This design comes from an exercise in tuning for a short achievable clock period and few clock cycles per item on the open sky130 flow, not from production work.
RTL that was checked went through simulation tests only; none was proved equivalent to the original.
No driver is modelled on the clock port, so clocking that relies on it looks cheaper here than on a real chip.
No activity file was given, so power comes from the tool's default toggle rates.

Setup of v6:
## wav12_compressor
module wav12_compressor (
    input  wire        clk,
    input  wire        rst,
    input  wire        start,
    input  wire [3:0]  cfg_shift,
    input  wire [15:0] cfg_nsamples,
    output wire        idle,
    output wire        done,
    input  wire        in_valid,
    input  wire [15:0] in_sample,
    output wire        in_ready,
    output wire        out_valid,
    output wire [7:0]  out_data,
    output wire        out_last,
    input  wire        out_ready
);
For scale: roughly 54 I/O pins, roughly 0.028 mm^2 of cells after synthesis.
clock: 10.0 ns
lec_check: 0
cap_margin: 20
core_margin: 2
core_utilization: 40
place_density: 0.6
slew_margin: 20
standard.sh (not shown) runs the stock make flow with config.mk's settings and CLKGATE_MAP_FILE= SYNTH_SCRIPT=/design/flow/synth_recipe.tcl, a recipe that flattens the netlist after the stock synthesis.
==> flow/flow/run.sh <==
#!/bin/bash
set -euo pipefail
K=("SETUP_SLACK_MARGIN=7.4" "BUFFER_PORTS_ARGS=-buffer_cell sky130_fd_sc_hd__buf_4")
RES=orfs/results/$FLOW_PLATFORM/wav12_compressor/base
bash standard.sh "${K[@]}" cts > standard_cts.log 2>&1
RES=$RES openroad -no_init -exit flow/rmroot.tcl > rmroot.log 2>&1
if [[ -f $RES/4_cts.odb.new ]]; then
  cp $RES/4_cts.odb.new $RES/4_1_cts.odb
  sleep 1
  mv $RES/4_cts.odb.new $RES/4_cts.odb
  touch $RES/4_cts.sdc
fi
bash standard.sh "${K[@]}" finish > standard_finish.log 2>&1
==> flow/flow/rmroot.tcl <==
set res $::env(RES)
read_db $res/4_cts.odb
set block [ord::get_db_block]
set port_net [$block findNet clk]
set root ""
foreach it [$port_net getITerms] {
  set inst [$it getInst]
  if {[string match "clkbuf_0_*" [$inst getName]]} { set root $inst }
}
if {$root eq ""} { puts "no root buffer"; exit 0 }
set out_net [[$root findITerm X] getNet]
set loads {}
foreach it [$out_net getITerms] {
  if {[$it getInst] ne $root} { lappend loads $it }
}
set n_port [llength [$port_net getITerms]]
puts "root [$root getName] drives [llength $loads] pins; port drives $n_port pins"
if {[llength $loads] + $n_port - 1 > 4} { puts "too many loads, keeping the root"; exit 0 }
foreach it $loads {
  $it disconnect
  $it connect $port_net
}
[$root findITerm A] disconnect
odb::dbInst_destroy $root
odb::dbNet_destroy $out_net
$port_net setSigType CLOCK
puts "port now drives [llength [$port_net getITerms]] pins"
write_db $res/4_cts.odb.new
Every stage of the flow completed for v6, and the final layout passed the timing, DRC and antenna checks.
Testbench counts of v6, summed over its fixed seeds: cycles 77,185, samples 57,887.
Here is what was changed in the inputs of v7 compared with v6.
--- a/flow/design.v
+++ b/flow/design.v
@@ -152,98 +152,93 @@
     wire [31:0] al4    = esc3 ? unit_e : (head_n | mag_n);
     wire [31:0] m4     = al4 | {carry, 24'd0};
     reg  [7:0]  part4;
     always @* begin
         case (nf3)
             2'd0: part4 = m4[31:24];
             2'd1: part4 = m4[23:16];
             2'd2: part4 = m4[15:8];
             default: part4 = m4[7:0];
         endcase
     end
-    reg        v4, l4, nbnz4;
+    reg        v4, l4;
     reg [31:0] m4q;
-    reg [2:0]  nb4, nb4m1;
-    always @(posedge clk) begin
-        if (adv) begin
-            m4q   <= m4;
-            nb4   <= nb3;
-            nb4m1 <= nb3 - 3'd1;
-            nbnz4 <= (nb3 != 3'd0);
-            l4    <= l3;
+    reg [2:0]  nb4;
+    always @(posedge clk) begin
+        if (adv) begin
+            m4q <= m4;
+            nb4 <= nb3;
+            l4  <= l3;
         end
         if (start_q)
             carry <= 8'd0;
         else if (adv & v3)
             carry <= part4;
         if (rst) v4 <= 1'b0;
         else     v4 <= adv & v3;
     end
     reg [7:0] fdata [0:15];
     reg       flast [0:15];
     reg [3:0] wptr, rptr;
     reg [4:0] count;
     wire [2:0] wn = v4 ? nb4 : 3'd0;           
     wire       nonempty = (count != 5'd0);
-    wire       byp      = ~ov_q & ~nonempty & v4 & nbnz4;
+    wire       byp      = ~ov_q & ~nonempty & (wn != 3'd0);
+    wire [2:0] wq       = byp ? wn - 3'd1 : wn;    
     integer k;
     always @(posedge clk) begin
         for (k = 0; k < 16; k = k + 1) begin : wr
             reg [3:0] rel;
             reg [2:0] lane;
-            reg       we;
             rel  = k[3:0] - wptr;
             lane = rel[2:0] + {2'b00, byp};
-            we   = v4 & (byp ? ({1'b0, rel} + 5'd1 < {2'b00, nb4})
-                              : (rel < {1'b0, nb4}));
-            if (we) begin
+            if (rel < {1'b0, wq}) begin
                 case (lane[1:0])
                     2'd0: fdata[k] <= m4q[31:24];
                     2'd1: fdata[k] <= m4q[23:16];
                     2'd2: fdata[k] <= m4q[15:8];
                     default: fdata[k] <= m4q[7:0];
                 endcase
                 flast[k] <= l4 & (lane == nb4 - 3'd1);
             end
         end
     end
     reg       ov_q, ol_q;
     reg [7:0] od_q;
     wire       load     = ~ov_q | out_ready;
     wire       pop      = load & nonempty;
-    wire [4:0] cnt_wn   = count + {2'b00, wn};
-    wire [4:0] cnt_add  = byp ? {2'b00, nb4m1} : cnt_wn;
-    wire [4:0] cnt_sub  = cnt_wn - 5'd1;
+    wire [4:0] cnt_add  = count + {2'b00, wq};
+    wire [4:0] cnt_sub  = cnt_add - 5'd1;
     wire [3:0] rptr_inc = rptr + 4'd1;
     always @(posedge clk) begin
         if (byp) begin
             od_q <= m4q[31:24];
             ol_q <= l4 & (nb4 == 3'd1);
         end else if (load) begin
             od_q <= fdata[rptr];
             ol_q <= flast[rptr];
         end
         if (rst) begin
             ov_q  <= 1'b0;
             rptr  <= 4'd0;
             wptr  <= 4'd0;
             count <= 5'd0;
         end else begin
             if (byp)       ov_q <= 1'b1;
             else if (load) ov_q <= nonempty;
             rptr  <= pop ? rptr_inc : rptr;
-            wptr  <= wptr + (byp ? {1'b0, nb4m1} : {1'b0, wn});
+            wptr  <= wptr + {1'b0, wq};
             count <= pop ? cnt_sub : cnt_add;
         end
     end
-    wire stall_next = ~byp & (cnt_wn > 5'd8);
+    wire stall_next = cnt_add > 5'd8;
     wire last_out  = ov_q & ol_q & out_ready;
     wire done_next = last_out | (go & ~cfg_nz);
     wire rdy_take  = ~rem_is0 & ~rem_is1 & ~stall_next;
     wire rdy_idle  = ~rem_is0 & (~v0_hold | ~stall_next);
     always @(posedge clk) begin
         if (idle_q) begin
             rem     <= cfg_nsamples;
             shift_oh <= 16'd1 << cfg_shift;
         end else if (take_q) begin
             rem     <= rem - 16'd1;
         end
### Flow results
Diff v6 -> v7: cell area after layout went down 5.6%, post-route clock period utilization has increased, sequential group power decreased about 2%. Looking at sequential cell count, v7 sits 4 lower than v6 does. Cmp v6 and v7 / mean routed wirelength per cell / higher: v6. | synthesized instance count | v7 vs v6 | 140 lower |. On clock group share of total power, v6 tracks v7 almost exactly. Against v6, horizontal die dimension in v7 fell by a few percent.
The RTL of v7 was laid out without a check of its function.


== rev 12 ==
Another version of the RTL of wav12_compressor (not shown whole).
Size: roughly 420 flip-flops.
==> module wav12_compressor, before the edit <==
module wav12_compressor (
    input  wire        clk,
    input  wire        rst,
    input  wire        start,
    input  wire [3:0]  cfg_shift,
    input  wire [15:0] cfg_nsamples,
    output wire        idle,
    output wire        done,
    input  wire        in_valid,
    input  wire [15:0] in_sample,
    output wire        in_ready,
    output wire        out_valid,
    output wire [7:0]  out_data,
    output wire        out_last,
    input  wire        out_ready
);
    reg        idle_q, done_q, in_ready_q, start_q, stall_q;
    reg [15:0] rem;          
    reg [3:0]  shift_r;
    wire go      = start & idle_q;
    wire take    = in_valid & in_ready_q;
    wire cfg_nz  = |cfg_nsamples;
    wire rem_is0 = (rem == 16'd0);
    wire rem_is1 = (rem == 16'd1);
    wire adv     = ~stall_q;
    reg        v0, l0;
    reg [15:0] raw;
    wire       v0_hold = v0 & stall_q;
    wire       v0_next = take | v0_hold;
    always @(posedge clk) begin
        if (!v0_hold) begin
            raw <= in_sample;
            l0  <= rem_is1;
        end
        if (rst) v0 <= 1'b0;
        else     v0 <= v0_next;
    end
    reg        v1, l1;
    reg signed [15:0] x1;
    always @(posedge clk) begin
        if (adv) begin
            x1 <= $signed(raw) >>> shift_r;
            l1 <= l0;
        end
        if (rst)      v1 <= 1'b0;
        else if (adv) v1 <= v0;
    end
    reg signed [15:0] p1, p2;        
    reg signed [19:0] g;             
    wire signed [19:0] xw    = x1;
    wire signed [19:0] e_pos = xw - g;
    wire signed [19:0] e_neg = g - xw;
    wire signed [19:0] a_x   = x1 - p1;
    wire signed [19:0] g_nx  = (a_x <<< 1) + a_x + p2;
    reg        v2, l2, neg2;
    reg [19:0] ad2;
    reg [15:0] x2;
    always @(posedge clk) begin
        if (start_q) begin
            p1 <= 16'sd0;
            p2 <= 16'sd0;
            g  <= 20'sd0;
        end else if (adv & v1) begin
            p1 <= x1;
            p2 <= p1;
            g  <= g_nx;
        end
        if (adv) begin
            ad2  <= e_pos[19] ? e_neg : e_pos;
            neg2 <= e_pos[19];
            x2   <= x1;
            l2   <= l1;
        end
        if (rst)      v2 <= 1'b0;
        else if (adv) v2 <= v1;
    end
    reg [4:0] w_c;
    integer i;
    always @* begin
        w_c = 5'd1;
        for (i = 1; i < 19; i = i + 1)
            if (ad2[i]) w_c = i[4:0] + 5'd1;
    end
    wire       esc_c = |ad2[19:15];
    wire [4:0] len_c = esc_c ? 5'd20 : 5'd5 + w_c;
    reg  [2:0] pos_acc;
    wire [4:0] t_c   = {2'b00, pos_acc} + len_c;
    reg        v3, l3, neg3, esc3;
    reg [14:0] mag3;
    reg [15:0] x3;
    reg [3:0]  code3;
    reg [4:0]  sh3;          
    reg [2:0]  pos3;
    reg [1:0]  nf3;          
    reg [2:0]  nb3;          
    always @(posedge clk) begin
        if (adv) begin
            mag3  <= ad2[14:0];
            neg3  <= neg2;
            esc3  <= esc_c;
            x3    <= x2;
            code3 <= w_c[3:0] - 4'd1;
            sh3   <= 5'd27 - w_c - {2'b00, pos_acc};
            pos3  <= pos_acc;
            nf3   <= t_c[4:3];
            nb3   <= {1'b0, t_c[4:3]} + {2'b00, l2 & (t_c[2:0] != 3'd0)};
            l3    <= l2;
        end
        if (start_q)
            pos_acc <= 3'd0;
        else if (adv & v2)
            pos_acc <= t_c[2:0];
        if (rst)      v3 <= 1'b0;
        else if (adv) v3 <= v2;
    end
    reg  [7:0]  carry;
    wire [31:0] head_n = {code3, ~neg3, 27'd0} >> pos3;
    wire [31:0] mag_n  = {17'd0, mag3} << sh3;
    wire [31:0] unit_e = {4'hF, x3, 12'd0} >> pos3;
    wire [31:0] al4    = esc3 ? unit_e : (head_n | mag_n);
    wire [31:0] m4     = al4 | {carry, 24'd0};
    reg  [7:0]  part4;
    always @* begin
        case (nf3)
            2'd0: part4 = m4[31:24];
            2'd1: part4 = m4[23:16];
            2'd2: part4 = m4[15:8];
            default: part4 = m4[7:0];
        endcase
    end
    reg        v4, l4;
    reg [31:0] m4q;
    reg [2:0]  nb4;
    always @(posedge clk) begin
        if (adv) begin
            m4q <= m4;
            nb4 <= nb3;
            l4  <= l3;
        end
        if (start_q)
            carry <= 8'd0;
        else if (adv & v3)
            carry <= part4;
        if (rst) v4 <= 1'b0;
        else     v4 <= adv & v3;
    end
    reg [7:0] fdata [0:15];
    reg       flast [0:15];
    reg [3:0] wptr, rptr;
    reg [4:0] count;
    wire [2:0] wn = v4 ? nb4 : 3'd0;
    integer k;
    always @(posedge clk) begin
        for (k = 0; k < 16; k = k + 1) begin : wr
            reg [3:0] lane;
            lane = k[3:0] - wptr;
            if (lane < {1'b0, wn}) begin
                case (lane[1:0])
                    2'd0: fdata[k] <= m4q[31:24];
                    2'd1: fdata[k] <= m4q[23:16];
                    2'd2: fdata[k] <= m4q[15:8];
                    default: fdata[k] <= m4q[7:0];
                endcase
                flast[k] <= l4 & (lane[2:0] == nb4 - 3'd1);
            end
        end
    end
    reg       ov_q, ol_q;
    reg [7:0] od_q;
    wire       nonempty = (count != 5'd0);
    wire       load     = ~ov_q | out_ready;
    wire       pop      = load & nonempty;
    wire [4:0] cnt_add  = count + {2'b00, wn};
    wire [4:0] cnt_sub  = cnt_add - 5'd1;
    wire [3:0] rptr_inc = rptr + 4'd1;
    always @(posedge clk) begin
        if (load) begin
            od_q <= fdata[rptr];
            ol_q <= flast[rptr];
        end
        if (rst) begin
            ov_q  <= 1'b0;
            rptr  <= 4'd0;
            wptr  <= 4'd0;
            count <= 5'd0;
        end else begin
            if (load) ov_q <= nonempty;
            rptr  <= pop ? rptr_inc : rptr;
            wptr  <= wptr + {1'b0, wn};
            count <= pop ? cnt_sub : cnt_add;
        end
    end
    wire stall_next = cnt_add > 5'd8;
    wire last_out  = ov_q & ol_q & out_ready;
    wire done_next = last_out | (go & ~cfg_nz);
    wire more_next = ~rem_is0 & ~(rem_is1 & take);
    always @(posedge clk) begin
        if (idle_q) begin
            rem     <= cfg_nsamples;
            shift_r <= cfg_shift;
        end else if (take) begin
            rem     <= rem - 16'd1;
        end
        if (rst) begin
            idle_q     <= 1'b1;
            done_q     <= 1'b0;
            in_ready_q <= 1'b0;
            start_q    <= 1'b0;
            stall_q    <= 1'b0;
        end else begin
            done_q  <= done_next;
            start_q <= go;
            stall_q <= stall_next;
            if (go)             idle_q <= ~cfg_nz;
            else if (last_out)  idle_q <= 1'b1;
            if (idle_q)
                in_ready_q <= go & cfg_nz;
            else
                in_ready_q <= more_next & (~v0_next | ~stall_next);
        end
    end
    assign idle      = idle_q;
    assign done      = done_q;
    assign in_ready  = in_ready_q;
    assign out_valid = ov_q;
    assign out_data  = od_q;
    assign out_last  = ol_q;
endmodule
export LEC_CHECK = 0
export CAP_MARGIN = 20
export CORE_MARGIN = 2
export CORE_UTILIZATION = 40
export PLACE_DENSITY = 0.6
export SLEW_MARGIN = 20
create_clock -name core_clock -period 10.0 [get_ports {clk}]
==> flow/flow/run.sh <==
#!/bin/bash
set -euo pipefail
bash standard.sh SETUP_SLACK_MARGIN=7 finish > standard_flow.log 2>&1
Input changes introduced in rev 13 (baseline for comparison: rev 12):
--- a/flow/design.v
+++ b/flow/design.v
@@ -42,52 +42,73 @@
             x1 <= $signed(raw) >>> shift_r;
             l1 <= l0;
         end
         if (rst)      v1 <= 1'b0;
         else if (adv) v1 <= v0;
     end
-    reg signed [15:0] p1, p2;        
+    reg signed [15:0] p1;            
     reg signed [19:0] g;             
+    reg signed [19:0] h;             
     wire signed [19:0] xw    = x1;
+    wire signed [19:0] x2w   = xw <<< 1;
+    wire signed [19:0] p1w   = p1;
     wire signed [19:0] e_pos = xw - g;
     wire signed [19:0] e_neg = g - xw;
-    wire signed [19:0] a_x   = x1 - p1;
-    wire signed [19:0] g_nx  = (a_x <<< 1) + a_x + p2;
+    wire signed [19:0] g_nx  = xw + x2w + h;
+    wire signed [19:0] h_nx  = p1w - xw - x2w;
     reg        v2, l2, neg2;
     reg [19:0] ad2;
     reg [15:0] x2;
     always @(posedge clk) begin
         if (start_q) begin
             p1 <= 16'sd0;
-            p2 <= 16'sd0;
             g  <= 20'sd0;
+            h  <= 20'sd0;
         end else if (adv & v1) begin
             p1 <= x1;
-            p2 <= p1;
             g  <= g_nx;
+            h  <= h_nx;
         end
         if (adv) begin
             ad2  <= e_pos[19] ? e_neg : e_pos;
             neg2 <= e_pos[19];
             x2   <= x1;
             l2   <= l1;
         end
         if (rst)      v2 <= 1'b0;
         else if (adv) v2 <= v1;
     end
-    reg [4:0] w_c;
+    reg  [2:0] pos_acc;
+    reg [15:0] sel;
     integer i;
     always @* begin
-        w_c = 5'd1;
-        for (i = 1; i < 19; i = i + 1)
-            if (ad2[i]) w_c = i[4:0] + 5'd1;
-    end
-    wire       esc_c = |ad2[19:15];
-    wire [4:0] len_c = esc_c ? 5'd20 : 5'd5 + w_c;
-    reg  [2:0] pos_acc;
-    wire [4:0] t_c   = {2'b00, pos_acc} + len_c;
+        sel[0] = |ad2[19:15];
+        for (i = 2; i <= 15; i = i + 1)
+            sel[i] = ad2[i-1] & ~(|(ad2[19:0] >> i));
+        sel[1] = ~(|ad2[19:1]);
+    end
+    reg [3:0] code_c;
+    reg [4:0] sh_c;
+    reg [1:0] nf_c;
+    reg [2:0] nb_c, pos_c;
+    reg [4:0] t_w;
+    integer j;
+    always @* begin
+        code_c = 4'd0; sh_c = 5'd0; nf_c = 2'd0; nb_c = 3'd0; pos_c = 3'd0;
+        for (j = 0; j <= 15; j = j + 1) begin
+            t_w = {2'b00, pos_acc} + ((j == 0) ? 5'd20 : 5'd5 + j[4:0]);
+            if (sel[j]) begin
+                code_c = code_c | (j[3:0] - 4'd1);
+                sh_c   = sh_c | (5'd27 - j[4:0] - {2'b00, pos_acc});
+                nf_c   = nf_c | t_w[4:3];
+                nb_c   = nb_c | ({1'b0, t_w[4:3]} + {2'b00, l2 & (t_w[2:0] != 3'd0)});
+                pos_c  = pos_c | t_w[2:0];
+            end
+        end
+    end
+    wire esc_c = sel[0];
     reg        v3, l3, neg3, esc3;
     reg [14:0] mag3;
     reg [15:0] x3;
     reg [3:0]  code3;
     reg [4:0]  sh3;          
     reg [2:0]  pos3;
@@ -96,23 +117,23 @@
     always @(posedge clk) begin
         if (adv) begin
             mag3  <= ad2[14:0];
             neg3  <= neg2;
             esc3  <= esc_c;
             x3    <= x2;
-            code3 <= w_c[3:0] - 4'd1;
-            sh3   <= 5'd27 - w_c - {2'b00, pos_acc};
+            code3 <= code_c;
+            sh3   <= sh_c;
             pos3  <= pos_acc;
-            nf3   <= t_c[4:3];
-            nb3   <= {1'b0, t_c[4:3]} + {2'b00, l2 & (t_c[2:0] != 3'd0)};
+            nf3   <= nf_c;
+            nb3   <= nb_c;
             l3    <= l2;
         end
         if (start_q)
             pos_acc <= 3'd0;
         else if (adv & v2)
-            pos_acc <= t_c[2:0];
+            pos_acc <= pos_c;
         if (rst)      v3 <= 1'b0;
         else if (adv) v3 <= v2;
     end
     reg  [7:0]  carry;
     wire [31:0] head_n = {code3, ~neg3, 27'd0} >> pos3;
     wire [31:0] mag_n  = {17'd0, mag3} << sh3;
Findings:
Simple-gate share of the synthesized area was higher in rev 13 than in rev 12. Compared with rev 12, in rev 13 worst setup slack went up by 1.50 ns; global routing met2 resource utilization rose by 2.7 points; clock transition at the register clock pins on the worst setup and hold paths after CTS stayed essentially flat. As of rev 13, combinational power had fallen by more than 10% compared to rev 12.
No run of this note included a check of the RTL's function; only the layout flow was run.

## re-timing with driven ports
How much do the figures lean on ideal ports? The routed layouts below were timed once more, with nothing changed but the port constraints. Step 1 assumes that a clkbuf_16 drives the clock port and a buf_2 every other input. Step 2 moves the port delays by t, midway between the first and last clock arrival at a register: inputs arrive t later, outputs are due t later. That takes back most of the time a late clock gives input paths. a / b / c = no drivers / after step 1 / after step 2; a / b = the first two.
run | t (ns) | slack for setup (ns) | worst hold slack (ns) | worst setup path after step 2 | latest minus earliest clock arrival (ns)
v6 | 0.529 | 6.673 / 6.673 / 6.673 | 0.417 / 0.417 / 0.417 | register to register | 0.048 / 0.048
v7 | 0.532 | 6.613 / 6.613 / 6.613 | 0.420 / 0.420 / 0.420 | register to register | 0.031 / 0.031
rev 12 | 0.644 | 5.235 / 5.235 / 5.235 | 0.418 / 0.418 / 0.418 | register to register | 0.038 / 0.038
rev 13 | 0.655 | 6.732 / 6.732 / 6.480 | 0.411 / 0.411 / 0.411 | input to register | 0.021 / 0.020
After both steps every run listed still meets setup and hold. For rev 13, which loses most, drivers alone change the setup slack by 0.000 ns; drivers and shift together by -0.252 ns.
